Background: an optimization exercise with open tools, aiming at small area and a short achievable clock period. Do not read the settings as production practice.
RTL that was checked went through simulation tests only; none was proved equivalent to the original.
The clock input has no modelled driver; a real chip could not lean on it and would need a root buffer or a full tree.
No activity file was given, so power comes from the tool's default toggle rates.

// pte_rx
module pte_rx (
    input  wire        clk,
    input  wire        rst,             
    input  wire        in_valid,
    input  wire [7:0]  in_byte,
    output reg         res_valid,
    output wire [7:0]  res_code,        
    output wire [15:0] res_data_len,    
    output wire [7:0]  res_opt_len,     
    output wire [2:0]  res_addr_ctl,    
    output wire        res_ext_hdr_valid,
    output wire [7:0]  res_ext_hdr,
    output wire [47:0] res_orig,        
    output wire        res_dest_valid,
    output wire [31:0] res_dest,        
    output wire [1:0]  res_kind,        
    output wire [31:0] res_data,        
    output wire [7:0]  res_subtel,      
    output wire [15:0] res_rssi_dbm     
);
  localparam [7:0] SYNC      = 8'h55;
  localparam [7:0] PT_RADIO  = 8'h0A;
  reg         rv;             
  reg  [7:0]  rb;             
  always @(posedge clk) begin
    rv <= in_valid && !rst;
    rb <= in_byte;
  end
  localparam [2:0] A_WAIT = 3'd0;    
  localparam [2:0] A_LH   = 3'd1;    
  localparam [2:0] A_LL   = 3'd2;    
  localparam [2:0] A_OL   = 3'd3;    
  localparam [2:0] A_PT   = 3'd4;    
  localparam [2:0] A_HC   = 3'd5;    
  localparam [2:0] A_BODY = 3'd6;    
  reg  [2:0]  ast;
  reg  [15:0] data_len;
  reg  [7:0]  opt_len;
  reg  [15:0] cnt;            
  reg         cnt_zero;       
  reg         cnt_one;        
  reg         in_opt;         
  reg  [7:0]  crc;            
  reg         hdr_bad;
  reg         pkt_bad;
  reg         oversize;       
  localparam [3:0] P_HDR  = 4'd0;
  localparam [3:0] P_EXTH = 4'd1;
  localparam [3:0] P_EXTK = 4'd2;
  localparam [3:0] P_ORIG = 4'd3;
  localparam [3:0] P_DEST = 4'd4;
  localparam [3:0] P_DATA = 4'd5;
  localparam [3:0] P_DCRC = 4'd6;
  localparam [3:0] P_SUB  = 4'd7;
  localparam [3:0] P_SIG  = 4'd8;
  localparam [3:0] P_DONE = 4'd9;    
  localparam [3:0] P_E23  = 4'd10;   
  reg  [3:0]  pst;
  reg  [2:0]  fcnt;           
  reg  [2:0]  addr_ctl;
  reg         ext_flag;
  reg  [3:0]  kind_sel;
  reg         dest_valid;
  reg  [7:0]  ext_hdr;
  reg  [47:0] orig;
  reg  [31:0] dest;
  ...
export LEC_CHECK = 0
export CAP_MARGIN = 20
export CORE_MARGIN = 2
export CORE_UTILIZATION = 70
export SETUP_SLACK_MARGIN = 3.0
export SLEW_MARGIN = 20
create_clock -name core_clock -period 5.0 [get_ports {clk}]
standard.sh (not shown) runs the stock make flow with config.mk's settings and CLKGATE_MAP_FILE= SYNTH_SCRIPT=/design/flow/synth_recipe.tcl, a recipe that flattens the netlist after the stock synthesis.
==> flow/flow/run.sh <==
#!/bin/bash
# Layout: the standard flow (standard synthesis included), with
# - port buffers of the smallest plain buffer instead of the delay buffer
#   that buffer_ports picks by itself;
# - a hand-built two-level clock tree (flow/cts_hook.tcl) in place of
#   TritonCTS's three-level one.
set -euo pipefail
bash standard.sh BUFFER_PORTS_ARGS="-buffer_cell sky130_fd_sc_hd__buf_1" \
  PRE_CTS_TCL="$PWD/flow/cts_hook.tcl" finish > standard_flow.log 2>&1
Other scripts of this flow, unchanged in this note and not shown: flow/flow/cts_hook.tcl, flow/flow/mycts.tcl
==> next run, changes <==
--- a/flow/design.v
+++ b/flow/design.v
@@ -85,26 +85,26 @@
   reg  [4:0]  code;           
   wire [7:0]  crc_next;
   wire [7:0]  dcrc_next;
   pte_crc8_rom u_crc  (.idx(crc  ^ rb), .val(crc_next));
   pte_crc8_rom u_dcrc (.idx(dcrc ^ rb), .val(dcrc_next));
   function automatic [15:0] dec16(input [15:0] x);
     integer i;
     begin
       for (i = 0; i < 16; i = i + 1)
-        dec16[i] = ((x & ((16'd1 << i) - 16'd1)) == 16'd0) ? ~x[i] : x[i];
+        dec16[i] = x[i] ^ ~(|(x & ((16'd1 << i) - 16'd1)));
     end
   endfunction
   function automatic [7:0] neg8(input [7:0] x);
     integer i;
     begin
       for (i = 0; i < 8; i = i + 1)
-        neg8[i] = ((x & ((8'd1 << i) - 8'd1)) != 8'd0) ? ~x[i] : x[i];
+        neg8[i] = x[i] ^ (|(x & ((8'd1 << i) - 8'd1)));
     end
   endfunction
   function automatic cout8(input [7:0] a, input [7:0] b);
     integer i;
     reg c;
     begin
       c = 1'b0;
       for (i = 0; i < 8; i = i + 1)
         c = (a[i] & b[i]) | ((a[i] | b[i]) & c);
Outcome: Routed wire length is lower by 15%; clock skew falls by 0.011 ns; setup slack improves by 0.42 ns; die area grows by 2.1%; global-route usage decreases by 1.6 points; final area went down by 2.1%; maximum frequency rises by about 20%; total power falls by 1.6%; cell count drops by about 1.3%; sequential power hardly moves; synthesized cell count barely changes; first-iteration DRC count falls by about 18%.
The RTL of the first run of this note was laid out without a check of its function. In every run of this note, the design's own scripts or RTL, not TritonCTS, make the clock network.

static timing again, ports no longer ideal:
In the flow no input, the clock included, has a driving cell. The finished layouts below were timed again as built, in two steps.
Step 1, drivers: a clkbuf_16 drives clk and a buf_2 each remaining input, both assumed.
Step 2 also shifts input and output timing later by t, the mid clock arrival at the registers, as if the neighbouring blocks saw the same clock.
Slacks: ideal / step 1 / step 2; pairs: ideal / step 1.
run | t (ns) | slack for setup (ns) | worst hold slack (ns) | latest minus earliest clock arrival (ns) | worst data-port slew with drivers (ns)
the first run | 0.378 | 2.582 / 2.582 / 2.582 | 0.443 / 0.443 / 0.443 | 0.034 / 0.034 | 0.05
the second run | 0.378 | 3.001 / 2.927 / 3.014 | 0.435 / 0.435 / 0.435 | 0.024 / 0.024 | 0.04
After both steps setup and hold are still met in every run listed.
